Background: an optimization exercise with open tools, aiming at small area, a short achievable clock period and few clock cycles. Do not read the settings as production practice. At most, simulation tests tie the RTL to the original design; equivalence was not proved. No functional check of the RTL was part of run 1. Power and IR drop assume default switching activity.

File: design/flow/design.v
module alpide_decoder (
    input  wire        clk,
    input  wire        rst,
    input  wire        in_valid,
    output wire        in_ready,
    input  wire [1:0]  in_kind,
    input  wire [7:0]  in_data,
    output wire        out_valid,
    input  wire        out_ready,
    output wire        out_is_result,
    output wire [3:0]  hit_chip,
    output wire [5:0]  hit_region,
    output wire [9:0]  hit_dcol,
    output wire [10:0] hit_addr,
    output wire [3:0]  hit_flag,
    output wire        hit_prev_stuck,
    output wire [9:0]  hit_row,
    output wire [10:0] hit_col,
    output wire [2:0]  res_code,
    output wire        res_corrupt,
    output wire [2:0]  res_cause,
    output wire [15:0] res_pc,
    output wire [7:0]  res_byte,
    output wire [1:0]  res_remain,
    output wire [3:0]  st_chip,
    output wire [5:0]  st_region,
    output wire [3:0]  st_flags,
    output wire        st_new_event,
    output wire [3:0]  st_word_kind
);
    localparam [3:0] CHIP_ID_NONE = 4'd15;
    localparam [5:0] REGION_NONE  = 6'd32;
    localparam [3:0] K_IDLE     = 4'd0;
    localparam [3:0] K_BUSYON   = 4'd1;
    localparam [3:0] K_BUSYOFF  = 4'd2;
    localparam [3:0] K_EMPTY    = 4'd3;
    localparam [3:0] K_CHIPHDR  = 4'd4;
    localparam [3:0] K_CHIPTRL  = 4'd5;
    localparam [3:0] K_REGION   = 4'd6;
    localparam [3:0] K_DSHORT   = 4'd7;
    localparam [3:0] K_DLONG    = 4'd8;
    localparam [3:0] K_UNKNOWN  = 4'd9;
    localparam [2:0] R_SUCCESS    = 3'd0;
    localparam [2:0] R_FRAMING    = 3'd1;
    localparam [2:0] R_UNKNOWN    = 3'd2;
    localparam [2:0] R_INCOMPLETE = 3'd3;
    localparam [2:0] R_NOSTART    = 3'd4;
    localparam [2:0] R_TRUNCATED  = 3'd5;
    localparam [2:0] ST_WORD  = 3'd0;   
    localparam [2:0] ST_SKIP  = 3'd1;   
    localparam [2:0] ST_B2    = 3'd2;   
    localparam [2:0] ST_B3    = 3'd3;   
    localparam [2:0] ST_DRAIN = 3'd4;   
    reg  [2:0]  state;
    reg         in_rdy;
    reg  [3:0]  s_chip;
    reg  [5:0]  s_region;
    reg  [3:0]  s_flags;
    reg         s_new_event;
    reg  [3:0]  s_word_kind;
    reg         l_started;
    reg         l_finished;
    reg  [15:0] pc;           
    reg         pc_fresh;     
    reg  [7:0]  w_b0;         
    reg  [7:0]  w_b1;         
    reg         pend;         
    reg         res_wait;     
    reg  [2:0]  r_code;       
    reg         o_valid;
    reg         o_res;
    reg  [3:0]  e_chip;
    reg  [5:0]  e_region;
    reg  [3:0]  e_enc;
    reg  [10:0] o_addr;       
    reg         o_stuck;
    reg  [6:0]  e_map;        
    reg         last_valid;
    reg         corrupt;
    function [3:0] classify;
        input [7:0] b;
        begin
            if (b == 8'hFF)                  classify = K_IDLE;
            else if (b == 8'hF1)             classify = K_BUSYON;
            else if (b == 8'hF0)             classify = K_BUSYOFF;
            else if ((b & 8'hF0) == 8'hA0)   classify = K_CHIPHDR;
            else if ((b & 8'hF0) == 8'hB0)   classify = K_CHIPTRL;
            else if ((b & 8'hF0) == 8'hE0)   classify = K_EMPTY;
            else if ((b & 8'hE0) == 8'hC0)   classify = K_REGION;
            else if ((b & 8'hC0) == 8'h40)   classify = K_DSHORT;
            else if ((b & 8'hC0) == 8'h00)   classify = K_DLONG;
            else                             classify = K_UNKNOWN;
        end
    endfunction
    wire [3:0] kind   = classify(in_data);
    wire       pend_long = pend && !w_b0[6];
    wire in_fire   = in_valid && in_rdy;
    wire out_free  = !o_valid || out_ready;
    wire res_fire  = o_valid && o_res && out_ready;
    wire hit_fire  = o_valid && !o_res && out_ready;
    wire beat_byte = in_fire && (in_kind == 2'd0);
    wire beat_end  = in_fire && (in_kind == 2'd1);
    wire beat_clr  = in_fire && (in_kind == 2'd2);
    wire map_now   = beat_byte && (state == ST_B3);
    wire        map_busy = (e_map != 7'd0);
    wire [9:0]  b_addr   = {w_b0[1:0], w_b1};
    wire [3:0]  b_enc    = w_b0[5:2];
    wire        b_stuck  = last_valid && !s_new_event &&
                           ({s_region, b_enc} == {e_region, e_enc}) &&
                           b_le;
    wire [10:0] b_diff   = {1'b0, o_addr[9:0]} - {1'b0, b_addr};
    wire        b_le     = o_addr[10] | !b_diff[10];
    reg  [2:0]  x_idx;
    always @(*) begin
        casez (e_map)
            7'b??????1: x_idx = 3'd0;
            7'b?????10: x_idx = 3'd1;
            7'b????100: x_idx = 3'd2;
            7'b???1000: x_idx = 3'd3;
            7'b??10000: x_idx = 3'd4;
            7'b?100000: x_idx = 3'd5;
            default:    x_idx = 3'd6;
        endcase
    end
    wire [10:0] x_addr = o_addr + {8'd0, x_idx} + 11'd1;
    reg  [6:0]  x_map;
    always @(*) begin
        case (x_idx)
            3'd0:    x_map = {1'b0, e_map[6:1]};
            3'd1:    x_map = {2'b0, e_map[6:2]};
            3'd2:    x_map = {3'b0, e_map[6:3]};
            3'd3:    x_map = {4'b0, e_map[6:4]};
            3'd4:    x_map = {5'b0, e_map[6:5]};
            3'd5:    x_map = {6'b0, e_map[6]};
            default: x_map = 7'd0;
        endcase
    end
    wire emit_pend  = out_free && pend && (pend_long || !map_busy);
    wire emit_now   = out_free && map_now && !pend && !map_busy;
    wire emit_base  = emit_pend || emit_now;
    wire emit_extra = out_free && !emit_base && map_busy && !(pend && pend_long);
    wire res_ready  = !pend && !map_busy && !emit_base && !emit_extra;
    wire emit_res   = out_free && res_ready && (res_wait || beat_end);
    wire [3:0]  o_flag = o_stuck       ? 4'd5 :
                         o_addr[10]    ? 4'd4 :
                         e_region[5]   ? 4'd3 :
                         (e_chip == CHIP_ID_NONE) ? 4'd1 : 4'd0;
    reg  [2:0]  state_n;
    reg         pend_n;
    reg  [6:0]  e_map_n;
    reg         o_valid_n;
    reg         o_res_n;
    reg         res_wait_n;
    always @(*) begin
        state_n = state;
        if (res_fire)
            state_n = ST_WORD;
        else if (beat_byte) begin
            case (state)
                ST_WORD: begin
                    case (kind)
                        K_UNKNOWN: state_n = ST_DRAIN;
                        K_EMPTY, K_CHIPHDR: state_n = ST_SKIP;
                        K_CHIPTRL: if (!l_started || l_finished) state_n = ST_DRAIN;
                        K_REGION:  if (!l_started) state_n = ST_DRAIN;
                        K_DSHORT, K_DLONG:
                                   state_n = l_started ? ST_B2 : ST_DRAIN;
                        default: ;
                    endcase
                end
                ST_SKIP: state_n = ST_WORD;
                ST_B2:   state_n = w_b0[6] ? ST_WORD : ST_B3;
                ST_B3:   state_n = ST_WORD;
                default: ;
            endcase
        end
        pend_n = pend;
        if (emit_pend) pend_n = 1'b0;
        if (beat_byte && state == ST_B2 && w_b0[6]) pend_n = 1'b1;
        if (map_now && !emit_now) pend_n = 1'b1;
        e_map_n = e_map;
        if (emit_extra) e_map_n = x_map;
        if (map_now)    e_map_n = in_data[6:0];
        o_valid_n = o_valid && !out_ready;
        o_res_n   = o_res;
        if (emit_base || emit_extra) begin
            o_valid_n = 1'b1; o_res_n = 1'b0;
        end
        if (emit_res) begin
            o_valid_n = 1'b1; o_res_n = 1'b1;
        end
        res_wait_n = (res_wait || beat_end) && !emit_res;
    end
    wire [6:0] e_map_x = emit_extra ? x_map : e_map;
    wire       b3_n    = (state == ST_B2 && beat_byte && !w_b0[6]) ||
                         (state == ST_B3 && !map_now && !res_fire);
    wire rdy_n = !res_wait_n && !(o_valid_n && o_res_n) &&
                 !(pend_n && (o_valid_n || (w_b0[6] && e_map_x != 7'd0))) &&
                 !(b3_n && e_map_x != 7'd0);
    wire [1:0] w_len = w_b0[7] ? ((w_b0[5:4] == 2'b10) ? 2'd2 : 2'd1)
                               : (w_b0[6] ? 2'd2 : 2'd3);
    always @(posedge clk) begin
        if (rst) begin
            state       <= ST_WORD;
            in_rdy      <= 1'b1;
            s_chip      <= CHIP_ID_NONE;
            s_region    <= REGION_NONE;
            s_flags     <= 4'd0;
            s_new_event <= 1'b1;
            l_started   <= 1'b0;
            l_finished  <= 1'b0;
            pc_fresh    <= 1'b1;
            pend        <= 1'b0;
            res_wait    <= 1'b0;
            o_valid     <= 1'b0;
            o_res       <= 1'b0;
            e_map       <= 7'd0;
            last_valid  <= 1'b0;
            corrupt     <= 1'b0;
        end else begin
            state     <= state_n;
            in_rdy    <= rdy_n;
            pend      <= pend_n;
            e_map     <= e_map_n;
            o_valid   <= o_valid_n;
            o_res     <= o_res_n;
            res_wait  <= res_wait_n;
            if (beat_byte && state == ST_WORD) begin
                pc       <= pc_fresh ? 16'd0 : pc + {14'd0, w_len};
                pc_fresh <= 1'b0;
            end
            if (emit_base) begin
                e_chip      <= s_chip;
                e_region    <= s_region;
                e_enc       <= b_enc;
                o_addr      <= {1'b0, b_addr};
                o_stuck     <= b_stuck;
                last_valid  <= 1'b1;
                s_new_event <= 1'b0;
            end
            if (emit_extra) begin
                o_addr  <= x_addr;
                o_stuck <= 1'b0;
            end
            if (hit_fire && o_flag != 4'd0)
                corrupt <= 1'b1;
            if (res_fire) begin
                l_started  <= 1'b0;
                l_finished <= 1'b0;
                s_region   <= REGION_NONE;
                s_chip     <= CHIP_ID_NONE;
                s_flags    <= 4'd0;
                pc_fresh   <= 1'b1;
                corrupt    <= 1'b0;
            end
            if (beat_clr)
                last_valid <= 1'b0;
            if (beat_end) begin
                if (state == ST_B2 || state == ST_B3)
                    r_code <= R_TRUNCATED;
                else if (state != ST_DRAIN) begin
                    if (l_started && !l_finished) r_code <= R_INCOMPLETE;
                    else if (!l_started)          r_code <= R_NOSTART;
                    else                          r_code <= R_SUCCESS;
                end
            end
            if (beat_byte) begin
                case (state)
                    ST_WORD: begin
                        s_word_kind <= kind;
                        w_b0        <= in_data;
                        case (kind)
                            K_UNKNOWN: r_code <= R_UNKNOWN;
                            K_EMPTY: begin
                                l_started  <= 1'b1;
                                l_finished <= 1'b1;
                                s_chip     <= in_data[3:0];
                            end
                            K_CHIPHDR: begin
                                l_started   <= 1'b1;
                                l_finished  <= 1'b0;
                                s_new_event <= 1'b1;
                                s_chip      <= in_data[3:0];
                            end
                            K_CHIPTRL: begin
                                if (!l_started || l_finished)
                                    r_code <= R_FRAMING;
                                else begin
                                    s_flags    <= in_data[3:0];
                                    l_finished <= 1'b1;
                                    s_chip     <= CHIP_ID_NONE;
                                end
                            end
                            K_REGION: begin
                                if (!l_started)
                                    r_code <= R_FRAMING;
                                else begin
                                    s_region    <= {1'b0, in_data[4:0]};
                                    s_new_event <= 1'b0;
                                end
                            end
                            K_DSHORT, K_DLONG:
                                if (!l_started) r_code <= R_FRAMING;
                            default: ;
                        endcase
                    end
                    ST_B2: w_b1 <= in_data;
                    default: ;
                endcase
            end
        end
    end
    assign in_ready       = in_rdy;
    assign out_valid      = o_valid;
    assign out_is_result  = o_res;
    assign hit_chip       = e_chip;
    assign hit_region     = e_region;
    assign hit_dcol       = {e_region, e_enc};
    assign hit_addr       = o_addr;
    assign hit_flag       = o_flag;
    assign hit_prev_stuck = o_stuck;
    assign hit_row        = {o_addr[10:2], ~o_addr[0]};
    assign hit_col        = {e_region, e_enc, o_addr[1] ^ o_addr[0]};
    assign res_code       = r_code;
    assign res_corrupt    = corrupt;
    assign res_cause      = {!w_b0[7], w_b0[7] & (w_b0[6] | l_started),
                             w_b0[7] & (w_b0[6] | !l_started)};
    assign res_pc         = pc;
    assign res_byte       = w_b0;
    assign res_remain     = (state == ST_B3) ? 2'd2 : 2'd1;
    assign st_chip        = s_chip;
    assign st_region      = s_region;
    assign st_flags       = s_flags;
    assign st_new_event   = s_new_event;
    assign st_word_kind   = s_word_kind;
endmodule
File: design/flow/flow/run.sh
#!/bin/bash
# Standard ORFS layout (the standard.sh, unchanged synthesis), except that
# the port buffers that global placement inserts use the small buf_1 cell and
# the timing repair aims at a tighter setup margin.
set -euo pipefail
MARGIN=$(cat flow/margin.txt)
bash standard.sh "BUFFER_PORTS_ARGS=-buffer_cell sky130_fd_sc_hd__buf_1" "SETUP_SLACK_MARGIN=$MARGIN" finish > standard.log 2>&1
File: design/flow/flow/margin.txt
4.8
File: design/flow/standard.sh
#!/bin/bash
# synth_recipe.tcl (not shown) runs the flow's synth.tcl, then flattens the netlist and writes it again
# the make line also repeats each setting of config.mk as NAME=value (left out here)
make -C /OpenROAD-flow-scripts/flow DESIGN_CONFIG=/design/flow/config.mk WORK_HOME=/design/flow/orfs CLKGATE_MAP_FILE= SYNTH_SCRIPT=/design/flow/synth_recipe.tcl "${@:-finish}"
File: design/flow/config.mk
export PLATFORM = sky130hd
export DESIGN_NAME = alpide_decoder
export DESIGN_NICKNAME = alpide_decoder
export VERILOG_FILES = /design/flow/design.v
export SDC_FILE = /design/flow/constraint.sdc
export NUM_CORES = 4
export LEC_CHECK = 0
export CAP_MARGIN = 20
export CORE_MARGIN = 2
export CORE_UTILIZATION = 40
export CTS_BUF_LIST = sky130_fd_sc_hd__clkbuf_4 sky130_fd_sc_hd__clkbuf_8
export CTS_CLUSTER_DIAMETER = 100
export CTS_CLUSTER_SIZE = 40
export SLEW_MARGIN = 20
File: design/flow/constraint.sdc
create_clock -name core_clock -period 8.0 [get_ports {clk}]
set_input_delay 1.6000 -clock core_clock [delete_from_list [all_inputs] [get_ports {clk}]]
set_output_delay 1.6000 -clock core_clock [all_outputs]
set_load 0.01 [all_outputs]
==> key figures, run 1 <==
Worst setup path
  – Crit path cell chain: buf_1 -> nand4bb_4 -> or2_4 -> or3_4 -> or3_4 -> a311o_1
  – CP Data Required Time: 8270 ps
  – CP top delay family: simple AND/OR/NAND/NOR gates
  – Most used cell, CP: or3_4
  – WP data arrival: 3420 ps
  – CP Class: in -> reg
  – Critical Path Fanout Max: 6
  – Delay of the slowest critical-path stage: 440 ps
  – CP bufs+invs: 1
  – Reg2reg setup slack: 4920 ps
  – Critical Path End Type: flip-flop
  – CP Launch Type: primary input
  – CP max stage cell: or3_4

Synth
  – Ys flop type: edfxtp_1
  – Yosys warnings: 1
  – Sequential area share after synthesis: 49.3%
  – Mapped cell area: 0.00538 mm2
  – Area leader, netlist: edfxtp_1
  – Syn Area/Cell: 9.52 um2
  – Top cells by area, synth: edfxtp_1, dfxtp_1, nand2_1
  – Synth cell types: 56
  – Number of synthesized flops with an enable pin: 65
  – Share of flip-flops with an asynchronous set or reset: 0%
  – Post-synthesis sequential element count: 100
  – Gate Count Post-Synth: 565
  – Syn Nets: 596
  – Post-synth top area share: 36.3%

Global routing
  – Antenna violations before repair: 0
  – Vias in the first global route: 3,897
  – GR Overflow Total: 0
  – Total GRT Usage: 18.4%
  – Global-route wire length before repair: 20,700 um
  – Pin count of the biggest net entering global routing: 32

Timing
  – Setup TNS: 0 ps
  – Worst-margin pin slew: 740 ps
  – Final setup margin: 4850 ps
  – Unrepaired setup endpoints after global routing: true
  – Final setup violation count: 0
  – Final hold violation count: 0
  – Period utilization: 39.4%
  – Final Skew: 14.2 ps
  – Max-slew headroom: 50.7%
  – Slew Viols, Final: 0
  – Max Clock Freq: 318 MHz
  – Final Critical Period: 3150 ps

Clock network
  – Worst-path clk slew: 100 ps
  – Cts bufs inserted: 9
  – CTS tree: yes
  – Clock Sinks: 100
  – Clock latency on the worst-skew pair: 370 ps
  – Clk buf depth: 2
  – Root Driver: clkbuf_8
  – Hold buffer count at CTS: 0
  – # H-tree levels: 3

Floorplanning
  – I/O pins: 126
  – Total core area: 0.0132 mm2
  – Die area: 0.0144 mm2
  – Starting Density: 40.8%
  – Die Ht: 120 um
  – Cell Rows: 42
  – Die span in x: 120 um

Route
  – # DRC: 0
  – Vias: 4,486
  – Post-DR wirelength/cell: 16.0 um
  – Iter 0 DRT Violations: 368
  – WL final: 13,600 um
  – DR vias/cell: 5.30
  – Post-route ant nets: 0
  – Drt first pass iters: 5

Placement
  – Post-Place Setup Slack: 4090 ps
  – IO buf count: 124
  – Final GP Congestion: 0.887
  – Placed wire-length estimate: 9730 um

Power and ir drop
  – Power share of the sequential group: 54.3%
  – Pwr per Cell Area: 161 mW/mm2
  – Worst VDD drop: 0.0762 mV
  – Sw Pwr: 216 uW
  – Int Pwr: 812 uW
  – Clock power share: 40.8%
  – Combinational Power Share: 5.0%
  – Leak: 2.21 nW
  – Switch share: 21.0%

Final layout
  – Storage element area: 0.00267 mm2
  – Nets: 697
  – Fill cell count: 1,219
  – Most frequent cells in the layout: buf_1, edfxtp_1, nand2_1
  – Commonest non-fill, non-tap cell in the layout: buf_1
  – Antenna Cells: 0
  – Area grow syn2layout: 18.6%
  – Layout cells sized above 1: 11.2%
  – Multi-input logic area: 0.00245 mm2

Hold path
  – Worst min-delay path category: reg -> reg

Status
  – Status: timing/DRC/antenna clean

Job
  – Max Cap Viol: 0
-- through the flow --
step | utilization [%] | hold WS (ps) | cells | cell area (um2) | power (mW)
floorplan | - | 434 | 565 | 5420 | 0.598
global placement | 43.9 | 458 | 812 | 5790 | 0.617
detailed placement | 43.9 | 458 | 812 | 5790 | 0.618
CTS | 46.7 | 480 | 831 | 6160 | 1.03
global route | 48.4 | 507 | 847 | 6380 | 1.06
finish | 48.4 | 479 | 847 | 6380 | 1.03
-- flip-flops by register name, summed over array words and instances, names as in the netlist, 6 cells and up --
register / count
pc: 16
w_b1: 8
e_map: 7
w_b0: 8
e_region: 6
s_region: 6
o_addr: 11
-- power groups by stage --
stage | Clock (mW) | Sequential (mW) | Combinational (mW)
after floorplan | 0 | 0.570 | 0.0282
after global placement | 0 | 0.571 | 0.0457
after detailed placement | 0 | 0.571 | 0.0465
after CTS | 0.427 | 0.560 | 0.0477
after global routing | 0.443 | 0.559 | 0.0558
final | 0.419 | 0.558 | 0.0510
-- per-layer routing --
layer / vias to the layer above / GRT usage [%] / share of wire, %
met2: 164 / 28.3 / 46
met3: 14 / 2.90 / 5.7
met4: 0 / 5.81 / 1.3
li1: 2185 / - / -
met5: - / 0 / 0
met1: 2123 / 26.4 / 47
-- cell usage after synthesis (6+ instances only) --
| cell type | count |
|---|---|
| nor2b_1 | 6 |
| dfxtp_1 | 35 |
| clkbuf_1 | 22 |
| and4_1 | 6 |
| nand2_1 | 57 |
| and2_1 | 6 |
| ha_1 | 15 |
| nor3_1 | 16 |
| xor2_1 | 23 |
| and3_1 | 6 |
| o22ai_1 | 6 |
| edfxtp_1 | 65 |
| xnor2_1 | 12 |
| a21oi_1 | 41 |
| o21ai_0 | 30 |
| a31oi_1 | 6 |
| a211oi_1 | 6 |
| nor2_1 | 54 |
| inv_1 | 29 |
| nand2b_1 | 9 |
| buf_4 | 28 |
| nand3_1 | 24 |
-- repair_timing --
action | 4_1_cts | 5_1_grt
setup buffers | 3 | 16
pin swaps | 3 | 9
endpoints found under the setup margin | 75 | 71
resized for setup | 15 | 25
endpoints found under the hold margin | 0 | 0
-- tightest hold or removal path, cell delays in order, from the launching register on --
cell	delay (ps)
dfxtp_1	330
nand3_1	60
a21oi_1	60
-- layout make-up --
class                   count  area share [%]
well taps                 176            3.45
multi-input cells         381            38.4
clock buffers              10            2.06
flip-flops and latches    100            41.8
clock inverters             6            2.14
inverters                  29            1.71
repair buffers            145            10.4
-- final timing paths --
| check | from | to | cells after the start |
|---|---|---|---|
| hold reg to reg | s_flags[0] | s_flags[0] | 2 |
| hold / removal | s_flags[0] | s_flags[0] | 2 |
| setup / recovery | in_kind[0] | s_new_event | 6 |
| setup reg to reg | e_map[3] | o_addr[8] | 13 |
-- cell families (layout without fill, tap and decap cells) --
family,Yosys count,after routing,share of synthesized area [%]
XOR/XNOR,35,35,5.70
flip-flops,100,100,49.3
other,1,1,0.0697
buffers and inverters,84,190,7.90
multiplexers,1,1,0.186
AND/OR/NAND/NOR,203,203,18.3
adder cells (fa/ha/maj),17,17,4.23
AO/OA/AOI/OAI,124,124,14.3
==> run 2: changes to the inputs <==
--- a/design/flow/design.v
+++ b/design/flow/design.v
@@ -107,9 +107,7 @@
     wire [3:0]  b_enc    = w_b0[5:2];
     wire        b_stuck  = last_valid && !s_new_event &&
                            ({s_region, b_enc} == {e_region, e_enc}) &&
-                           b_le;
-    wire [10:0] b_diff   = {1'b0, o_addr[9:0]} - {1'b0, b_addr};
-    wire        b_le     = o_addr[10] | !b_diff[10];
+                           ({1'b0, b_addr} <= o_addr);
     reg  [2:0]  x_idx;
     always @(*) begin
         casez (e_map)
==> design/flow/flow/margin.txt (replaced) <==
5.0
--- a/design/flow/config.mk
+++ b/design/flow/config.mk
@@ -8,7 +8,7 @@
 export CAP_MARGIN = 20
 export CORE_MARGIN = 2
 export CORE_UTILIZATION = 40
-export CTS_BUF_LIST = sky130_fd_sc_hd__clkbuf_4 sky130_fd_sc_hd__clkbuf_8
-export CTS_CLUSTER_DIAMETER = 100
-export CTS_CLUSTER_SIZE = 40
+export CTS_BUF_LIST = sky130_fd_sc_hd__clkbuf_8 sky130_fd_sc_hd__clkbuf_16
+export CTS_CLUSTER_DIAMETER = 200
+export CTS_CLUSTER_SIZE = 80
 export SLEW_MARGIN = 20
==> run 2 against run 1 <==
  * Still clean
  * Final area about the same
  * Via count decreased by 0.62%
  * Sequential cell count unchanged
  * Fmax increased by 3.4%
  * Total power increased by 4.2%
  * Core utilization decreased by 0.40 points
  * Sequential power increased by 0.9%
  * Final cell count decreased by 0.35%
  * Global-route usage decreased by 0.12 points
  * Synthesized area increased by 1.4%
  * Critical path depth increased by 1
  * Critical endpoint is now in_rdy
  * Largest power group unchanged
  * Highest routed layer unchanged
==> key figures, run 2 <==
Status
  – Status: timing/DRC/antenna clean

Synth
  – Sequential area share after synthesis: 48.6% (-0.68 points)
  – Post-synthesis sequential element count: 100 (unchanged)
  – Ys flop type: edfxtp_1
  – Gate Count Post-Synth: 574 (+1.6%)
  – Number of synthesized flops with an enable pin: 65 (unchanged)
  – Synth top cells by count: edfxtp_1, nand2_1, nor2_1
  – Top cells by area, synth: edfxtp_1, dfxtp_1, nand2_1
  – Share of flip-flops with an asynchronous set or reset: 0% (unchanged)
  – Post-synth top area share: 35.8% (-0.50 points)
  – Synth cell types: 61 (+8.9%)
  – Yosys warnings: 1 (unchanged)
  – Syn Nets: 605 (+1.5%)
  – Area leader, netlist: edfxtp_1
  – Mapped cell area: 0.00546 mm2 (+1.4%)
  – Syn Area/Cell: 9.51 um2 (-0.19%)
  – Top-count cell post-synth: edfxtp_1

Timing
  – Setup TNS: 0 ps (unchanged)
  – Final setup violation count: 0 (unchanged)
  – Max-slew headroom: 46.4% (-4.3 points)
  – Final setup margin: 4950 ps (+103 ps)
  – Final Critical Period: 3050 ps (-103 ps)
  – Max Clock Freq: 328 MHz (+3.4%)
  – Final hold violation count: 0 (unchanged)
  – Hold slack: 494 ps (+15.6 ps)
  – Final Skew: 6.29 ps (-7.93 ps)
  – Slew Viols, Final: 0 (unchanged)
  – Unrepaired setup endpoints after global routing: true
  – Period utilization: 38.1% (-1.3 points)
  – Worst-margin pin slew: 804 ps (+64.4 ps)

Route
  – Drt first pass iters: 5 (unchanged)
  – DR vias/cell: 5.28 (-0.27%)
  – WL final: 13,500 um (-0.29%)
  – Iter 0 DRT Violations: 365 (-0.82%)
  – Vias: 4,458 (-0.62%)
  – Post-DR wirelength/cell: 16.0 um (about the same)
  – Post-route ant nets: 0 (unchanged)
  – # DRC: 0 (unchanged)

Final layout
  – Commonest non-fill, non-tap cell in the layout: buf_1
  – Largest register FFs: 16 (unchanged)
  – Area grow syn2layout: 16.9%
  – Layout cells sized above 1: 9.73% (-1.4 points)
  – Regs by FF count: pc (16), o_addr (11)
  – Antenna Cells: 0 (unchanged)
  – Most frequent cells in the layout: buf_1, edfxtp_1, nand2_1
  – Largest Register: pc
  – Nets: 694 (-0.43%)
  – Fill cell count: 1,249 (+2.5%)

Power and ir drop
  – Overall Power: 1.07 mW (+4.2%)
  – Sw Pwr: 247 uW (+14%)
  – Int Pwr: 826 uW (+1.7%)
  – Switch share: 23.0% (+2.0 points)
  – Leak: 2.19 nW (-0.93%)
  – Combinational Power Share: 5.6% (+0.6 points)
  – Worst VDD drop: 0.133 mV (+74%)
  – Clock power share: 41.9% (+1.1 points)
  – Power share of the sequential group: 52.5% (-1.8 points)
  – Pwr per Cell Area: 168 mW/mm2 (+4.3%)

Global routing
  – Global-route wire length before repair: 20,800 um (+0.27%)
  – Total GRT Usage: 18.2% (-0.12 points)
  – GR Overflow Total: 0 (unchanged)
  – Pin count of the biggest net entering global routing: 31 (-3.1%)
  – Antenna violations before repair: 0 (unchanged)
  – Vias in the first global route: 4,046 (+3.8%)

Clock network
  – Clock latency on the worst-skew pair: 350 ps (-20 ps)
  – Hold buffer count at CTS: 0 (unchanged)
  – Worst-path clk slew: 70 ps (-30 ps)
  – Clock Sinks: 100 (unchanged)
  – Cts bufs inserted: 9 (unchanged)
  – CTS tree: yes
  – # H-tree levels: 3 (unchanged)
  – Root Driver: clkbuf_16
  – Clk buf depth: 2 (unchanged)

Floorplanning
  – I/O pins: 126 (unchanged)
  – Cell Rows: 42 (unchanged)
  – Die area: 0.0146 mm2 (+1.3%)
  – Die span in x: 121 um (+0.67%)
  – Starting Density: 41.0% (+0.24 points)
  – Total core area: 0.0133 mm2 (+0.80%)
  – Die Ht: 121 um (+0.67%)

Worst setup path
  – CP Launch Type: primary input
  – CP Data Required Time: 8250 ps (-20 ps)
  – Delay of the slowest critical-path stage: 400 ps (-40 ps)
  – Critical Path Fanout Max: 9 (+3)
  – WP data arrival: 3300 ps (-120 ps)
  – Critical Path End Type: flip-flop
  – Reg2reg setup slack: 5280 ps (+360 ps)
  – Crit path cell chain: buf_1 -> nor2b_1 -> a21oi_4 -> a21boi_0 -> a311oi_1 -> a41oi_1 -> a211oi_1
  – CP max stage cell: a311oi_1
  – CP Class: in -> reg

Placement
  – Final GP Congestion: 0.951 (+7.2%)
  – IO buf count: 124 (unchanged)
  – Placed wire-length estimate: 9650 um (-0.86%)
  – Post-Place Setup Slack: 4350 ps (+265 ps)

Job
  – Max Cap Viol: 0 (unchanged)

Hold path
  – Worst min-delay path category: reg -> reg
-- run 2: cells by family after synthesis --
logic type | count (synthesis) | synth area share (%)
adders and majority gates | 17 | 4.17
and+or+nand+nor | 222 | 20.6
other | 1 | 0.0687
muxes | 1 | 0.183
AOI/OAI and AO/OA | 116 | 13.1
buffers and inverters | 83 | 7.82
xor gates and xnor gates | 34 | 5.46
DFF | 100 | 48.6
-- run 2: worst max-delay path: cells and delay by family --
kind	cells	cell delay, ps
AO/OA/AOI/OAI	5	1340
AND/OR/NAND/NOR	1	150
buffers and inverters	1	200
-- run 2: per-layer routing --
| layer | up-vias | global-route usage (%) | wire (um) |
|---|---|---|---|
| met5 | - | 0 | 0 |
| met4 | 0 | 7.41 | 202 |
| met3 | 11 | 2.31 | 668 |
| met2 | 143 | 29.2 | 6430 |
| met1 | 2109 | 25.0 | 6210 |
| li1 | 2195 | - | - |
-- run 2: per-stage QoR --
stage          util (%)  instance area [um2]  cells
6_report           48.0                 6380    844
5_1_grt            48.0                 6380    844
4_1_cts            47.0                 6250    836
3_5_place_dp       44.1                 5870    818
3_3_place_gp       44.1                 5870    818
2_1_floorplan         -                 5510    574
-- run 2: area by class of cell --
class / instances / area, um2 / share of cell area, %
Tap cell: 176 / 220 / 3.45
Timing Repair Buffer: 136 / 592 / 9.28
Multi-Input combinational cell: 391 / 2500 / 39.2
Clock buffer: 11 / 275 / 4.32
Inverter: 25 / 93.8 / 1.47
Clock inverter: 5 / 41.3 / 0.647
Sequential cell: 100 / 2660 / 41.7
-- run 2: path summary, 6_finish.rpt --
check / start / to / cells past startpoint
max: out_ready / in_rdy / 7
min: s_chip[3] / e_chip[3] / 0
max reg2reg: e_map[0] / o_addr[8] / 10
min reg2reg: s_chip[3] / e_chip[3] / 0
-- run 2: repair_timing --
action | 4_1_cts | 5_1_grt
buffers inserted | 2 | 8
gates resized for setup | 9 | 19
pin swaps | 2 | 4
setup endpoints to repair | 86 | 68
-- run 2: power by group through the flow --
| stage | Sequential, mW | Combinational [mW] | Clock (mW) |
|---|---|---|---|
| floorplan | 0.573 | 0.0371 | 0 |
| global placement | 0.574 | 0.0551 | 0 |
| detailed placement | 0.575 | 0.0562 | 0 |
| CTS | 0.563 | 0.0579 | 0.457 |
| global route | 0.564 | 0.0665 | 0.476 |
| finish | 0.563 | 0.0600 | 0.449 |
Testbench counts of run 2, summed over its fixed seeds: cycles 102,851.
==> run 3: changes to the inputs <==
--- a/design/flow/design.v
+++ b/design/flow/design.v
@@ -47,9 +47,9 @@
     localparam [2:0] R_NOSTART    = 3'd4;
     localparam [2:0] R_TRUNCATED  = 3'd5;
     localparam [2:0] ST_WORD  = 3'd0;   
-    localparam [2:0] ST_SKIP  = 3'd1;   
-    localparam [2:0] ST_B2    = 3'd2;   
-    localparam [2:0] ST_B3    = 3'd3;   
+    localparam [2:0] ST_B2    = 3'd1;   
+    localparam [2:0] ST_B3    = 3'd2;   
+    localparam [2:0] ST_SKIP  = 3'd3;   
     localparam [2:0] ST_DRAIN = 3'd4;   
     reg  [2:0]  state;
     reg         in_rdy;
@@ -325,7 +325,7 @@
                              w_b0[7] & (w_b0[6] | !l_started)};
     assign res_pc         = pc;
     assign res_byte       = w_b0;
-    assign res_remain     = (state == ST_B3) ? 2'd2 : 2'd1;
+    assign res_remain     = state[1:0];
     assign st_chip        = s_chip;
     assign st_region      = s_region;
     assign st_flags       = s_flags;
==> design/flow/flow/margin.txt (replaced) <==
5.15
==> design/flow/config.mk (replaced) <==
export PLATFORM = sky130hd
export DESIGN_NAME = alpide_decoder
export DESIGN_NICKNAME = alpide_decoder
export VERILOG_FILES = /design/flow/design.v
export SDC_FILE = /design/flow/constraint.sdc
export NUM_CORES = 4
export LEC_CHECK = 0
export CAP_MARGIN = 20
export CORE_MARGIN = 2
export CORE_UTILIZATION = 60
export CTS_BUF_LIST = sky130_fd_sc_hd__clkbuf_4 sky130_fd_sc_hd__clkbuf_8
export CTS_CLUSTER_DIAMETER = 100
export CTS_CLUSTER_SIZE = 40
export SLEW_MARGIN = 20
==> run 3 against run 2 <==
  * Core utilization increased by 23 points
  * Synthesized cell count increased by 0.17%
  * Sequential power hardly changed
  * Synthesized area grew 2.0%
  * Largest cell class unchanged
  * Die area shrank 31%
  * Setup slack improved by 150 ps
  * Highest routed layer unchanged
  * Non-clock buffer count grew 13
  * Critical path type is now reg -> out
  * Global-route usage increased by 9.8 points
  * Sequential cell count unchanged
==> key figures, run 3 <==
Route
  – Post-DR wirelength/cell: 17.8 um (+11%)
  – # DRC: 0 (unchanged)
  – WL final: 14,100 um (+4.3%)
  – Post-route ant nets: 0 (unchanged)
  – Iter 0 DRT Violations: 236 (-35%)
  – Vias: 4,693 (+5.3%)
  – Drt first pass iters: 4 (-1)
  – DR vias/cell: 5.91 (+12%)

Clock network
  – Clk buf depth: 2 (unchanged)
  – Clock Sinks: 100 (unchanged)
  – Clock latency on the worst-skew pair: 370 ps (+20 ps)
  – Cts bufs inserted: 9 (unchanged)
  – CTS tree: yes
  – Hold buffer count at CTS: 0 (unchanged)
  – Root Driver: clkbuf_8
  – Worst-path clk slew: 90 ps (+20 ps)
  – # H-tree levels: 3 (unchanged)

Timing
  – Final Skew: 10.1 ps (+3.76 ps)
  – Final Critical Period: 2900 ps (-149 ps)
  – Hold slack: 481 ps (-13.0 ps)
  – Final hold violation count: 0 (unchanged)
  – Worst-margin pin slew: 675 ps (-129 ps)
  – Setup TNS: 0 ps (unchanged)
  – Period utilization: 36.2% (-1.9 points)
  – Max-slew headroom: 54.7% (+8.3 points)
  – Final setup margin: 5100 ps (+149 ps)
  – Slew Viols, Final: 0 (unchanged)
  – Final setup violation count: 0 (unchanged)
  – Max Clock Freq: 345 MHz (+5.1%)
  – Unrepaired setup endpoints after global routing: true

Synth
  – Yosys warnings: 1 (unchanged)
  – Synth cell types: 68 (+11%)
  – Ys flop type: edfxtp_1
  – Mapped cell area: 0.00557 mm2 (+2.0%)
  – Syn Area/Cell: 9.68 um2 (+1.9%)
  – Gate Count Post-Synth: 575 (+0.17%)
  – Post-synthesis sequential element count: 100 (unchanged)
  – Synth top cells by count: edfxtp_1, nand2_1, nor2_1
  – Number of synthesized flops with an enable pin: 65 (unchanged)
  – Post-synth top area share: 35.1% (-0.72 points)
  – Top-count cell post-synth: edfxtp_1
  – Syn Nets: 606 (+0.17%)
  – Share of flip-flops with an asynchronous set or reset: 0% (unchanged)
  – Sequential area share after synthesis: 47.6% (-0.97 points)
  – Area leader, netlist: edfxtp_1
  – Top cells by area, synth: edfxtp_1, dfxtp_1, buf_4

Hold path
  – Worst min-delay path category: reg -> reg

Final layout
  – Antenna Cells: 0 (unchanged)
  – Most frequent cells in the layout: buf_1, edfxtp_1, nand2_1
  – Commonest non-fill, non-tap cell in the layout: buf_1
  – Area grow syn2layout: 16.4%
  – Layout cells sized above 1: 13.8% (+4.0 points)
  – Fin cells: 794 (-5.9%)
  – Largest register FFs: 16 (unchanged)
  – Nets: 709 (+2.2%)
  – Largest Register: pc
  – Regs by FF count: pc (16), o_addr (11)

Worst setup path
  – CP max stage cell: edfxtp_1
  – Crit path cell chain: a41oi_2 -> o21bai_1 -> buf_1
  – CP Data Required Time: 6400 ps (-1850 ps)
  – CP Launch Type: flip-flop
  – CP Class: reg -> out
  – Critical Path End Type: output pin
  – WP data arrival: 1300 ps (-2000 ps)
  – Delay of the slowest critical-path stage: 440 ps (+40 ps)
  – Critical Path Fanout Max: 2 (-7)

Power and ir drop
  – Leak: 2.27 nW (+4.0%)
  – Worst VDD drop: 0.123 mV (-7.7%)
  – Pwr per Cell Area: 158 mW/mm2 (-5.8%)

Floorplanning
  – I/O pins: 126 (unchanged)
  – Starting Density: 61.1% (+20 points)
  – Cell Rows: 35 (-17%)
  – Die area: 0.0101 mm2 (-31%)
  – Die Ht: 100 um (-17%)
  – Die span in x: 100 um (-17%)
  – Total core area: 0.00911 mm2 (-31%)

Placement
  – IO buf count: 124 (unchanged)
  – Post-Place Setup Slack: 4060 ps (-296 ps)
  – Final GP Congestion: 0.843 (-11%)
  – Placed Instances: 754 (-7.8%)
  – Placed wire-length estimate: 9930 um (+2.9%)

Status
  – Status: timing/DRC/antenna clean

Global routing
  – GR Overflow Total: 0 (unchanged)
  – Total GRT Usage: 28.0% (+9.8 points)
  – Global-route wire length before repair: 21,900 um (+5.4%)
  – Pin count of the biggest net entering global routing: 29 (-6.5%)
  – Antenna violations before repair: 0 (unchanged)
  – Vias in the first global route: 4,200 (+3.8%)

Job
  – Max Cap Viol: 0 (unchanged)
-- run 3: cell types whose count changed after synthesis, moves of 4 or more --
cell,previous run,this run
clkbuf_1,22,17
nand2_1,57,53
xor2_1,16,11
o21ai_0,27,41
nor2_1,50,46
nand2b_1,9,5
-- run 3: stage by stage --
step	instance area (um2)	utilization, %	total power, mW
after CTS	6350	69.7	1.02
final	6480	71.1	1.03
after floorplan	5620	-	0.617
after global placement	5880	64.6	0.637
after global routing	6480	71.1	1.05
after detailed placement	5880	64.6	0.638
-- run 3: path summary, 6_finish.rpt --
kind,from,to,slack [ps],cells past startpoint
setup / recovery,e_chip[0],hit_flag[0],5100,3
hold reg to reg,last_valid,last_valid,480,2
setup reg to reg,e_map[1],o_addr[8],5410,9
hold / removal,last_valid,last_valid,480,2
-- run 3: area by class of cell --
| cell class | instances | area [um2] |
|---|---|---|
| Clock buffer | 10 | 131 |
| Inverter | 26 | 97.6 |
| Fill cell | 743 | 2630 |
| Tap cell | 111 | 139 |
| Multi-Input combinational cell | 392 | 2600 |
| Clock inverter | 6 | 113 |
| Timing Repair Buffer | 149 | 743 |
| Sequential cell | 100 | 2660 |
-- run 3: power by group --
group	switching, mW	internal (mW)	leakage [nW]
Sequential	0.00850	0.554	0.880
Combinational	0.0461	0.0266	1.27
Clock	0.178	0.212	0.124
Total	0.233	0.793	2.27
-- run 3: kinds of logic after synthesis --
family	count (synthesis)	synth area share (%)
DFF	100	47.6
muxes	2	0.360
buffers and inverters	83	7.95
AOI/OAI and AO/OA	131	14.8
and+or+nand+nor	209	20.1
other	1	0.0674
adders and majority gates	17	4.09
xor gates and xnor gates	32	5.03
-- run 3: worst max-delay path, delay by kind of cell (launching register included) --
| kind | cells | cell delay [ps] |
|---|---|---|
| buffers and inverters | 1 | 130 |
| AOI/OAI and AO/OA | 2 | 370 |
| DFF | 1 | 440 |
-- run 3: layer usage --
metal	track usage, %	routed length, um	share of wire [%]
met5	0	0	0
met4	10.4	272	1.9
met3	3.20	820	5.8
met2	45.2	6760	48
met1	39.2	6250	44
-- run 3: repair_timing --
item | 4_1_cts | 5_1_grt
buffers inserted | 15 | 8
endpoints found under the setup margin | 95 | 63
pin swaps | 10 | 4
resized for setup | 19 | 22
gates cloned | 1 | 0
Testbench counts of run 3, summed over its fixed seeds: cycles 102,851.
==> run 4: changes to the inputs <==
==> design/flow/flow/margin.txt (replaced) <==
5.0
==> run 4 against run 3 <==
  * Register-to-register slack lost 180 ps
  * Still clean on timing, DRC and antenna
  * Core utilization down 2.7 points
  * Largest cell class unchanged
  * Highest routed layer unchanged
  * Clock skew up 2.2 ps
  * Combinational power fell by 7.4%
  * Final area decreased by 3.8%
  * Largest power group unchanged
  * Routed wire length down 2.8%
  * Sequential share of layout area rose by 1.6 points
==> key figures, run 4 <==
Worst setup path
  – WP data arrival: 1340 ps (+40 ps)
  – Critical Path End Type: output pin
  – CP Class: reg -> out
  – CP max stage cell: edfxtp_1
  – CP Launch Type: flip-flop
  – Crit path cell chain: a41oi_4 -> o21bai_1 -> buf_1
  – Critical Path Fanout Max: 2 (unchanged)
  – Reg2reg path depth: 10 (+1)
  – Critical path depth: 3 (unchanged)
  – CP bufs+invs: 1 (unchanged)
  – Delay of the slowest critical-path stage: 450 ps (about the same)
  – CP Data Required Time: 6400 ps (about the same)
  – CP top delay family: flip-flops

Timing
  – Period utilization: 36.8% (+0.60 points)
  – Max-slew headroom: 54.9% (+0.26 points)
  – Max Clock Freq: 340 MHz (-1.6%)
  – Setup TNS: 0 ps (unchanged)
  – Final hold violation count: 0 (unchanged)
  – Worst-margin pin slew: 671 ps (-3.84 ps)
  – Final setup violation count: 0 (unchanged)
  – Slew Viols, Final: 0 (unchanged)
  – Final Critical Period: 2940 ps (+47.9 ps)
  – Final Skew: 12.2 ps (+2.18 ps)
  – Unrepaired setup endpoints after global routing: false

Synth
  – Synth cell types: 68 (unchanged)
  – Synth top cells by count: edfxtp_1, nand2_1, nor2_1
  – Share of flip-flops with an asynchronous set or reset: 0% (unchanged)
  – Syn Area/Cell: 9.68 um2 (unchanged)
  – Yosys warnings: 1 (unchanged)
  – Post-synth top area share: 35.1% (unchanged)
  – Area leader, netlist: edfxtp_1
  – Top-count cell post-synth: edfxtp_1
  – Ys flop type: edfxtp_1
  – Sequential area share after synthesis: 47.6% (unchanged)
  – Number of synthesized flops with an enable pin: 65 (unchanged)
  – Mapped cell area: 0.00557 mm2 (unchanged)
  – Top cells by area, synth: edfxtp_1, dfxtp_1, buf_4
  – Post-synthesis sequential element count: 100 (unchanged)
  – Syn Nets: 606 (unchanged)
  – Gate Count Post-Synth: 575 (unchanged)

Clock network
  – CTS tree: yes
  – Clock Sinks: 100 (unchanged)
  – Clock latency on the worst-skew pair: 370 ps (about the same)
  – Root Driver: clkbuf_8
  – Clk buf depth: 2 (unchanged)
  – Worst-path clk slew: 90 ps (about the same)
  – Hold buffer count at CTS: 0 (unchanged)
  – # H-tree levels: 3 (unchanged)
  – Cts bufs inserted: 9 (unchanged)

Final layout
  – Antenna Cells: 0 (unchanged)
  – Layout cells sized above 1: 10.3% (-3.5 points)
  – Util after Layout: 68.4% (-2.7 points)
  – Fill cell count: 747 (+0.54%)
  – Most frequent cells in the layout: buf_1, edfxtp_1, nand2_1
  – Largest register FFs: 16 (unchanged)
  – Regs by FF count: pc (16), o_addr (11)
  – Nets: 697 (-1.7%)
  – Largest Register: pc
  – Commonest non-fill, non-tap cell in the layout: buf_1
  – Area grow syn2layout: 12.0%

Global routing
  – Global-route wire length before repair: 21,500 um (-2.0%)
  – Total GRT Usage: 27.5% (-0.46 points)
  – GR Overflow Total: 0 (unchanged)
  – Antenna violations before repair: 0 (unchanged)
  – Vias in the first global route: 4,233 (+0.79%)
  – Pin count of the biggest net entering global routing: 29 (unchanged)

Placement
  – Final GP Congestion: 0.884 (+4.8%)
  – Placed wire-length estimate: 9760 um (-1.7%)
  – IO buf count: 124 (unchanged)

Route
  – WL final: 13,700 um (-2.8%)
  – Post-DR wirelength/cell: 17.5 um (-1.3%)
  – Drt first pass iters: 5 (+1)
  – # DRC: 0 (unchanged)
  – Iter 0 DRT Violations: 215 (-8.9%)
  – DR vias/cell: 5.97 (+0.95%)
  – Post-route ant nets: 0 (unchanged)
  – Vias: 4,666 (-0.58%)

Floorplanning
  – Cell Rows: 35 (unchanged)
  – Die Ht: 100 um (unchanged)
  – I/O pins: 126 (unchanged)
  – Total core area: 0.00911 mm2 (unchanged)
  – Die span in x: 100 um (unchanged)
  – Starting Density: 61.1% (unchanged)
  – Die area: 0.0101 mm2 (unchanged)

Status
  – Status: timing/DRC/antenna clean

Job
  – Max Cap Viol: 0 (unchanged)

Power and ir drop
  – Worst VDD drop: 0.0856 mV (-30%)
  – Pwr per Cell Area: 148 mW/mm2 (-6.3%)
  – Leak: 2.14 nW (-6.0%)

Hold path
  – Worst min-delay path category: reg -> reg
  – Worst hold stages: 2 (unchanged)
==> run 4: cell types whose count changed in the layout (fill, tap and decap cells not counted), moves of 2 or more <==
| cell | delta |
|---|---|
| a41oi_2 | -2 |
| bufinv_16 | -3 |
| nor2_1 | +2 |
| nor3_1 | +2 |
| buf_1 | +4 |
| buf_4 | -8 |
| clkinv_2 | +2 |
| buf_6 | -4 |
==> run 4: logic make-up (layout without fill, tap and decap cells) <==
| logic type | Yosys count | in the layout | synth area share [%] |
|---|---|---|---|
| flip-flops | 100 | 100 | 47.6 |
| other | 1 | 1 | 0.0674 |
| adder cells (fa/ha/maj) | 17 | 17 | 4.09 |
| AO/OA/AOI/OAI | 131 | 131 | 14.8 |
| buffers and inverters | 83 | 179 | 7.95 |
| AND/OR/NAND/NOR | 209 | 209 | 20.1 |
| XOR/XNOR | 32 | 32 | 5.03 |
| multiplexers | 2 | 2 | 0.360 |
==> run 4: path summary, 6_finish.rpt <==
kind                  to       start  slack, ps
max          hit_flag[0]   e_chip[0]       5060
min           last_valid  last_valid        470
max reg2reg    o_addr[8]    e_map[0]       5230
min reg2reg   last_valid  last_valid        470
==> run 4: area by class of cell <==
| class | count | area (um2) | area share, % |
|---|---|---|---|
| multi-input combinational | 392 | 2570 | 41.3 |
| sequential | 100 | 2660 | 42.6 |
| tap | 111 | 139 | 2.23 |
| timing repair buffer | 137 | 598 | 9.59 |
| clock buffer | 10 | 131 | 2.11 |
| inverter | 26 | 97.6 | 1.57 |
| clock inverter | 6 | 40.0 | 0.642 |
==> run 4: where the power goes <==
group	internal, mW	switching [mW]	total (mW)
clock	0.117	0.178	0.295
combinational	0.0229	0.0445	0.0674
sequential	0.554	0.00849	0.563
==> run 4: metrics by stage <==
stage	area [um2]	hold WS [ps]	cells	total power, mW	setup WS [ps]
finish	6230	473	782	0.925	5060
global route	6230	478	782	0.955	5000
CTS	6170	472	780	0.926	5010
detailed placement	5860	457	754	0.638	4050
global placement	5860	452	754	0.637	4140
floorplan	5600	427	575	0.616	4810
==> run 4: worst min-delay path, stage by stage (launching register included) <==
cell and delay [ps]:
dfxtp_1 310, inv_1 60, a211oi_1 60
==> run 4: what timing repair did <==
| action | in CTS | in global routing |
|---|---|---|
| pin swaps | 4 | 2 |
| setup endpoints to repair | 66 | 41 |
| resized for setup | 12 | 13 |
| endpoints found under the hold margin | 0 | 0 |
| buffers inserted | 10 | 2 |
==> run 4: layer usage <==
| metal | routed length [um] | track usage, % | vias up | share of wire [%] |
|---|---|---|---|---|
| met2 | 6400 | 44.7 | 199 | 47 |
| met1 | 6060 | 37.2 | 2198 | 44 |
| li1 | - | - | 2242 | - |
| met5 | 0 | 0 | - | 0 |
| met4 | 269 | 11.0 | 0 | 2.0 |
| met3 | 967 | 4.39 | 27 | 7.1 |
==> run 5: changes to the inputs <==
==> design/flow/flow/run.sh (replaced) <==
#!/bin/bash
# Standard ORFS layout (the standard.sh, unchanged synthesis), except that
# the port buffers that global placement inserts use the small buf_1 cell and
# the timing repair aims at a tighter setup margin.
set -euo pipefail
MARGIN=$(cat flow/margin.txt)
bash standard.sh "BUFFER_PORTS_ARGS=-buffer_cell sky130_fd_sc_hd__buf_1" "SETUP_SLACK_MARGIN=$MARGIN" "RECOVER_POWER=100" finish > standard.log 2>&1
==> run 5 against run 4 <==
  * The layout now fails its checks (capacitance limit, slew limit)
  * Sequential share of layout area is 1.3 points higher
  * Clock skew is 3.1 ps lower
  * Combinational power is 6.2% lower
  * Global-route usage stayed put
  * Clock power hardly changed
  * Largest power group unchanged
==> key figures, run 5 <==
Status
  – Status: finished with violations
  – Layout violations: capacitance limit, slew limit

Synth
  – Post-synthesis sequential element count: 100 (unchanged)
  – Synth top cells by count: edfxtp_1, nand2_1, nor2_1
  – Adder-cell area share of the yosys netlist: 4.09% (unchanged)
  – Ys flop type: edfxtp_1
  – Top-count cell post-synth: edfxtp_1
  – Number of synthesized flops with an enable pin: 65 (unchanged)
  – Sequential area share after synthesis: 47.6% (unchanged)
  – Synth cell types: 68 (unchanged)
  – Xor and xnor area share after synthesis: 5.03% (unchanged)
  – Top cells by area, synth: edfxtp_1, dfxtp_1, buf_4
  – Post-Synth Simple-Gate Area: 20.1% (unchanged)
  – Compound-cell area share of the yosys netlist: 14.8% (unchanged)
  – Gate Count Post-Synth: 575 (unchanged)
  – Yosys warnings: 1 (unchanged)
  – Mux cell area share after synthesis: 0.360% (unchanged)
  – Largest family of logic cells by synthesized area: simple AND/OR/NAND/NOR gates
  – Area leader, netlist: edfxtp_1
  – Mapped cell area: 0.00557 mm2 (unchanged)
  – Syn Area/Cell: 9.68 um2 (unchanged)
  – Share of flip-flops with an asynchronous set or reset: 0% (unchanged)
  – Post-synth top area share: 35.1% (unchanged)
  – Syn Nets: 606 (unchanged)

Clock network
  – CTS tree: yes
  – Root Driver: clkbuf_8
  – Clock Sinks: 100 (unchanged)
  – Cts bufs inserted: 9 (unchanged)
  – Clock latency on the worst-skew pair: 370 ps (about the same)
  – # H-tree levels: 3 (unchanged)
  – Clk buf depth: 2 (unchanged)
  – Worst-path clk slew: 100 ps (about the same)

Timing
  – Max-slew headroom: -12.4% (-67 points)
  – Unrepaired setup endpoints after global routing: false
  – Final setup violation count: 0 (unchanged)
  – Final setup margin: 4220 ps (-839 ps)
  – Period utilization: 47.3% (+10 points)
  – Slew Viols, Final: 45 (+45)
  – Final hold violation count: 0 (unchanged)
  – Final Skew: 9.16 ps (-3.08 ps)
  – Setup TNS: 0 ps (unchanged)
  – Final Critical Period: 3780 ps (+839 ps)
  – Max Clock Freq: 264 MHz (-22%)
  – Worst-margin pin slew: 1670 ps (+998 ps)

Global routing
  – Vias in the first global route: 4,233 (unchanged)
  – Antenna violations before repair: 0 (unchanged)
  – Pin count of the biggest net entering global routing: 29 (unchanged)
  – GR Overflow Total: 0 (unchanged)
  – Global-route wire length before repair: 21,500 um (unchanged)
  – Total GRT Usage: 27.5% (unchanged)

Floorplanning
  – Die area: 0.0101 mm2 (unchanged)
  – Die Ht: 100 um (unchanged)
  – Die span in x: 100 um (unchanged)
  – Cell Rows: 35 (unchanged)
  – Starting Density: 61.1% (unchanged)
  – Total core area: 0.00911 mm2 (unchanged)
  – I/O pins: 126 (unchanged)

Route
  – # DRC: 0 (unchanged)
  – Met1 Routed Length: 6130 um (+1.0%)
  – WL met2: 6400 um (about the same)
  – Metal3 WL: 975 um (+0.83%)
  – Max layer used: met4
  – DR vias/cell: 5.94 (-0.49%)
  – Drt first pass iters: 5 (unchanged)
  – Iter 0 DRT Violations: 187 (-13%)
  – Post-route ant nets: 0 (unchanged)
  – Post-DR wirelength/cell: 17.6 um (+0.19%)
  – WL final: 13,700 um (+0.19%)
  – Vias: 4,643 (-0.49%)

Worst setup path
  – CP Class: in -> reg
  – Crit path cell chain: buf_1 -> clkbuf_1 -> inv_1 -> and2_0
  – CP Data Required Time: 8050 ps (+1650 ps)
  – CP startpoint: rst
  – Delay of the slowest critical-path stage: 1090 ps (+640 ps)
  – Launch point of the worst reg-to-reg path: w_b0[6]
  – Critical Path End Type: flip-flop
  – CP max stage cell: clkbuf_1
  – Critical Path Fanout Max: 28 (+26)
  – CP Launch Type: primary input
  – WP data arrival: 3830 ps (+2490 ps)

Final layout
  – Layout cells sized above 1: 5.37% (-4.9 points)
  – Regs by FF count: pc (16), o_addr (11)
  – Nets: 697 (unchanged)
  – Multi-input logic area: 0.00246 mm2 (-4.4%)
  – Fill cell count: 791 (+5.9%)
  – Storage element area: 0.00266 mm2 (about the same)
  – Commonest non-fill, non-tap cell in the layout: buf_1
  – Area grow syn2layout: 8.61%
  – Largest register FFs: 16 (unchanged)
  – Most frequent cells in the layout: buf_1, edfxtp_1, nand2_1
  – Antenna Cells: 0 (unchanged)
  – Largest Register: pc

Power and ir drop
  – Overall Power: 921 uW (-0.40%)
  – Pwr per Cell Area: 152 mW/mm2 (+2.7%)
  – Worst VDD drop: 0.0860 mV (+0.51%)
  – Leak: 2.04 nW (-4.5%)

Placement
  – Placed wire-length estimate: 9760 um (unchanged)
  – IO buf count: 124 (unchanged)
  – Final GP Congestion: 0.884 (unchanged)
  – Post-Place Setup Slack: 4050 ps (unchanged)

Hold path
  – Worst min-delay path category: reg -> reg
  – Min-delay src: s_chip[0]

Job
  – Max Cap Viol: 2 (+2)
[run 5: worst paths after layout]
kind,cells past startpoint,to,slack (ps)
worst max-delay path,4,w_b1[1],4220
worst min-delay path,0,e_chip[0],470
worst max register to register,4,o_addr[7],4800
worst min register to register,0,e_chip[0],470
[run 5: critical path: cells and delay by family]
kind | cells | cell delay (ps)
simple gates | 1 | 490
buf+inv | 3 | 1730
[run 5: final cells by class]
class	count	share of cell area, %
repair buffers	137	8.69
clock inverters	6	0.662
flip-flops and latches	100	43.9
clock buffers	10	2.17
well taps	111	2.30
inverters	26	1.61
multi-input cells	392	40.7
[run 5: metrics by stage]
| stage | hold slack [ps] | util, % | instances | area [um2] |
|---|---|---|---|---|
| floorplan | 427 | - | 575 | 5600 |
| global placement | 452 | 64.4 | 754 | 5860 |
| detailed placement | 457 | 64.4 | 754 | 5860 |
| CTS | 472 | 67.7 | 780 | 6170 |
| global route | 478 | 66.4 | 782 | 6050 |
| finish | 472 | 66.4 | 782 | 6050 |
[run 5: where the power goes]
part,internal [mW],switching (mW)
Sequential,0.555,0.00826
Clock,0.117,0.178
Combinational,0.0199,0.0433
[run 5: logic make-up after synthesis]
group / after synthesis
simple gates: 209
mux: 2
flops: 100
fa+ha+maj: 17
buf+inv: 83
other cells: 1
xor+xnor: 32
compound gates: 131
[run 5: metal layers]
| metal | vias to the layer above | GRT usage, % |
|---|---|---|
| met3 | 20 | 4.39 |
| li1 | 2231 | - |
| met1 | 2198 | 37.2 |
| met2 | 194 | 44.7 |
| met5 | - | 0 |
| met4 | 0 | 11.0 |
[run 5: what timing repair did]
item                                    4_1_cts  5_1_grt
hold buffers                                  0        0
endpoints found under the setup margin       66       41
gates resized for setup                      12       13
setup buffers                                10        2
pin swaps                                     4        2
==> run 6: changes to the inputs <==
--- a/design/flow/design.v
+++ b/design/flow/design.v
@@ -73,7 +73,7 @@
     reg  [5:0]  e_region;
     reg  [3:0]  e_enc;
     reg  [10:0] o_addr;       
-    reg         o_stuck;
+    reg  [2:0]  o_fl;         
     reg  [6:0]  e_map;        
     reg         last_valid;
     reg         corrupt;
@@ -139,10 +139,10 @@
     wire emit_extra = out_free && !emit_base && map_busy && !(pend && pend_long);
     wire res_ready  = !pend && !map_busy && !emit_base && !emit_extra;
     wire emit_res   = out_free && res_ready && (res_wait || beat_end);
-    wire [3:0]  o_flag = o_stuck       ? 4'd5 :
-                         o_addr[10]    ? 4'd4 :
-                         e_region[5]   ? 4'd3 :
-                         (e_chip == CHIP_ID_NONE) ? 4'd1 : 4'd0;
+    wire [2:0]  b_fl = b_stuck ? 3'd5 : s_region[5] ? 3'd3 :
+                       (s_chip == CHIP_ID_NONE) ? 3'd1 : 3'd0;
+    wire [2:0]  x_fl = x_addr[10] ? 3'd4 : e_region[5] ? 3'd3 :
+                       (e_chip == CHIP_ID_NONE) ? 3'd1 : 3'd0;
     reg  [2:0]  state_n;
     reg         pend_n;
     reg  [6:0]  e_map_n;
@@ -232,15 +232,15 @@
                 e_region    <= s_region;
                 e_enc       <= b_enc;
                 o_addr      <= {1'b0, b_addr};
-                o_stuck     <= b_stuck;
+                o_fl        <= b_fl;
                 last_valid  <= 1'b1;
                 s_new_event <= 1'b0;
             end
             if (emit_extra) begin
                 o_addr  <= x_addr;
-                o_stuck <= 1'b0;
+                o_fl    <= x_fl;
             end
-            if (hit_fire && o_flag != 4'd0)
+            if (hit_fire && o_fl != 3'd0)
                 corrupt <= 1'b1;
             if (res_fire) begin
                 l_started  <= 1'b0;
@@ -315,8 +315,8 @@
     assign hit_region     = e_region;
     assign hit_dcol       = {e_region, e_enc};
     assign hit_addr       = o_addr;
-    assign hit_flag       = o_flag;
-    assign hit_prev_stuck = o_stuck;
+    assign hit_flag       = {1'b0, o_fl};
+    assign hit_prev_stuck = o_fl[2] & o_fl[0];
     assign hit_row        = {o_addr[10:2], ~o_addr[0]};
     assign hit_col        = {e_region, e_enc, o_addr[1] ^ o_addr[0]};
     assign res_code       = r_code;
==> design/flow/flow/run.sh (replaced) <==
#!/bin/bash
# Standard ORFS layout (the standard.sh, unchanged synthesis), except that
# the port buffers that global placement inserts use the small buf_1 cell and
# the timing repair aims at a tighter setup margin.
set -euo pipefail
MARGIN=$(cat flow/margin.txt)
bash standard.sh "BUFFER_PORTS_ARGS=-buffer_cell sky130_fd_sc_hd__buf_1" "SETUP_SLACK_MARGIN=$MARGIN" finish > standard.log 2>&1
==> design/flow/flow/margin.txt (replaced) <==
5.1
==> run 6 against run 5 <==
  * Now clean on timing, DRC and antenna
  * Non-clock buffer count is 8 higher
  * Fmax is 30% higher
  * Routed wire length is 1.8% higher
  * Combinational power is 44% higher
  * Highest routed layer unchanged
==> key figures, run 6 <==
Route
  – Metal3 WL: 945 um (-3.1%)
  – DR vias/cell: 5.91 (-0.46%)
  – Drt first pass iters: 6 (+1)
  – WL final: 14,000 um (+1.8%)
  – Met1 Routed Length: 5930 um (-3.1%)
  – Post-DR wirelength/cell: 17.5 um (-0.39%)
  – WL met2: 6980 um (+9.2%)
  – Vias: 4,722 (+1.7%)
  – Max layer used: met4
  – # DRC: 0 (unchanged)
  – Iter 0 DRT Violations: 228 (+22%)
  – Post-route ant nets: 0 (unchanged)

Worst setup path
  – Critical Path End Type: flip-flop
  – Critical Path Fanout Max: 5 (-82%)
  – CP Class: in -> reg
  – WP data arrival: 3010 ps (-820 ps)
  – CP Data Required Time: 8100 ps (+50 ps)
  – CP Launch Type: primary input

Synth
  – Top-count cell post-synth: edfxtp_1
  – Gate Count Post-Synth: 585 (+1.7%)
  – Top cells by area, synth: edfxtp_1, dfxtp_1, buf_4
  – Post-synthesis sequential element count: 102 (+2.0%)
  – Share of flip-flops with an asynchronous set or reset: 0% (unchanged)
  – Yosys warnings: 1 (unchanged)
  – Syn Nets: 616 (+1.7%)
  – Ys flop type: edfxtp_1
  – Post-synth top area share: 36.1% (+1.0 points)
  – Area leader, netlist: edfxtp_1
  – Sequential area share after synthesis: 48.6% (+0.98 points)
  – Synth cell types: 66 (-2.9%)
  – Synth top cells by count: edfxtp_1, nand2_1, nor2_1
  – Number of synthesized flops with an enable pin: 67 (+3.1%)
  – Mapped cell area: 0.00558 mm2 (+0.20%)
  – Syn Area/Cell: 9.54 um2 (-1.5%)

Floorplanning
  – Total core area: 0.00911 mm2 (unchanged)
  – Die area: 0.0101 mm2 (+0.20%)
  – I/O pins: 126 (unchanged)
  – Starting Density: 61.3% (+0.12 points)
  – Die span in x: 100 um (about the same)
  – Die Ht: 100 um (about the same)
  – Cell Rows: 35 (unchanged)

Timing
  – Slew Viols, Final: 0 (-100%)
  – Final hold violation count: 0 (unchanged)
  – Setup TNS: 0 ps (unchanged)
  – Final Skew: 20.8 ps (+11.6 ps)
  – Max Clock Freq: 343 MHz (+30%)
  – Worst-margin pin slew: 690 ps (-978 ps)
  – Max-slew headroom: 53.8% (+66 points)
  – Period utilization: 36.4% (-11 points)
  – Unrepaired setup endpoints after global routing: true
  – Final Critical Period: 2920 ps (-867 ps)
  – Final setup violation count: 0 (unchanged)

Final layout
  – Most frequent cells in the layout: buf_1, edfxtp_1, nand2_1
  – Area grow syn2layout: 15.4%
  – Largest register FFs: 16 (unchanged)
  – Layout cells sized above 1: 11.6% (+6.3 points)
  – Util after Layout: 70.7% (+4.3 points)
  – Largest Register: pc
  – Nets: 714 (+2.4%)
  – Fill cell count: 738 (-6.7%)
  – Regs by FF count: pc (16), o_addr (11)
  – Antenna Cells: 0 (unchanged)
  – Commonest non-fill, non-tap cell in the layout: buf_1

Clock network
  – Worst-path clk slew: 110 ps (about the same)
  – Clock latency on the worst-skew pair: 360 ps (about the same)
  – Clk buf depth: 2 (unchanged)
  – Root Driver: clkbuf_8
  – Hold buffer count at CTS: 0 (unchanged)
  – Cts bufs inserted: 9 (unchanged)
  – CTS tree: yes
  – # H-tree levels: 3 (unchanged)
  – Clock Sinks: 102 (+2.0%)

Status
  – Status: timing/DRC/antenna clean

Power and ir drop
  – Clock power share: 31.2% (-0.8 points)
  – Switch share: 26.3% (+1.4 points)
  – Combinational Power Share: 9.3% (+2.4 points)
  – Sw Pwr: 257 uW (+12%)
  – Power share of the sequential group: 59.4% (-1.7 points)
  – Leak: 2.30 nW (+13%)
  – Overall Power: 976 uW (+6.0%)
  – Pwr per Cell Area: 152 mW/mm2 (-0.45%)
  – Worst VDD drop: 0.108 mV (+26%)
  – Int Pwr: 719 uW (+4.0%)

Global routing
  – Global-route wire length before repair: 21,800 um (+1.4%)
  – Total GRT Usage: 27.6% (+0.028 points)
  – Vias in the first global route: 4,255 (+0.52%)
  – GR Overflow Total: 0 (unchanged)
  – Antenna violations before repair: 0 (unchanged)
  – Pin count of the biggest net entering global routing: 30 (+3.4%)

Placement
  – IO buf count: 124 (unchanged)
  – Final GP Congestion: 0.907 (+2.7%)
  – Placed wire-length estimate: 9930 um (+1.8%)

Hold path
  – Worst min-delay path category: reg -> reg

Job
  – Max Cap Viol: 0 (-2)
==> run 6: layer usage <==
layer | global-route usage (%) | vias up
li1 | - | 2263
met1 | 38.2 | 2250
met2 | 46.2 | 197
met3 | 4.60 | 12
met4 | 5.37 | 0
met5 | 0 | -
==> run 6: cell type report <==
class	instances	area (um2)	area share, %
Clock inverter	7	55.1	0.855
Inverter	24	93.8	1.46
Multi-Input combinational cell	401	2580	40.1
Sequential cell	102	2720	42.2
Timing Repair Buffer	145	726	11.3
Tap cell	111	139	2.16
Clock buffer	9	124	1.92
==> run 6: metrics by stage <==
step	setup slack [ps]	instances	cell area, um2	hold slack, ps
final	5080	799	6440	479
after global routing	5060	799	6440	509
after CTS	5050	788	6240	485
after detailed placement	4020	763	5900	469
after global placement	4170	763	5900	452
after floorplan	4870	585	5660	428
==> run 6: worst paths after layout <==
check	to	cells past startpoint	slack [ps]	startpoint
max	e_region[3]	7	5080	in_kind[0]
min	s_flags[0]	2	480	s_flags[0]
max reg2reg	o_fl[1]	11	5320	e_map[5]
min reg2reg	s_flags[0]	2	480	s_flags[0]
==> run 6: kinds of logic after synthesis <==
group	after synthesis	share of synthesized area (%)
buffers and inverters	82	7.87
DFF	102	48.6
other	1	0.0672
xor gates and xnor gates	33	5.18
AOI/OAI and AO/OA	128	13.9
muxes	3	0.628
adders and majority gates	18	4.28
and+or+nand+nor	218	19.4
==> run 6: timing repair <==
item / in CTS / in global routing
setup endpoints to repair: 88 / 83
cloned: 0 / 1
setup buffers: 9 / 10
pin swaps: 4 / 7
resized for setup: 12 / 24
==> run 6: power groups by stage <==
stage | clock, mW | combinational, mW | sequential (mW)
global route | 0.327 | 0.101 | 0.582
floorplan | 0 | 0.0559 | 0.591
finish | 0.305 | 0.0912 | 0.580
global placement | 0 | 0.0784 | 0.591
detailed placement | 0 | 0.0804 | 0.592
CTS | 0.308 | 0.0848 | 0.580
==> run 6: critical path, stage by stage <==
cell and delay (ps):
buf_8 100, nand4bb_4 250, or3_4 430, nor2_4 140, o21ai_4 80, nor2_4 230, clkbuf_16 190
Testbench counts of run 6, summed over its fixed seeds: cycles 102,851.

## re-timing with driven ports
No port has a modelled driver above. Below, the same layouts with a new extraction and two added sets of constraints. Step 1: set_driving_cell puts a clkbuf_16 on clk and a buf_2 on each other input, an assumption about the parent block. Step 2 times the ports against the registers' clock, not the clock port: input delays grow and output delays shrink by t, the midpoint of the rising clock arrivals with the driver on. Three values: ideal ports, drivers, drivers and shift; two values: the first two.
run | t, ns | setup slack, ns | worst register clock-pin slew, ns | worst data-port slew with drivers (ns) | cell pins on the clock port's net
run 1 | 0.401 | 4.852 / 4.870 / 4.469 | 0.10 / 0.10 | 0.03 | 1
run 2 | 0.386 | 4.955 / 4.972 / 4.586 | 0.07 / 0.07 | 0.03 | 1
run 3 | 0.397 | 5.103 / 5.070 / 4.744 | 0.10 / 0.10 | 0.04 | 1
run 4 | 0.400 | 5.055 / 5.022 / 4.709 | 0.10 / 0.10 | 0.03 | 1
run 5 | 0.403 | 4.217 / 4.228 / 3.825 | 0.10 / 0.10 | 0.04 | 1
run 6 | 0.386 | 5.084 / 5.080 / 4.694 | 0.11 / 0.11 | 0.05 | 1
For run 5, which loses most, drivers alone change the setup slack by +0.011 ns; drivers and shift together by -0.392 ns.
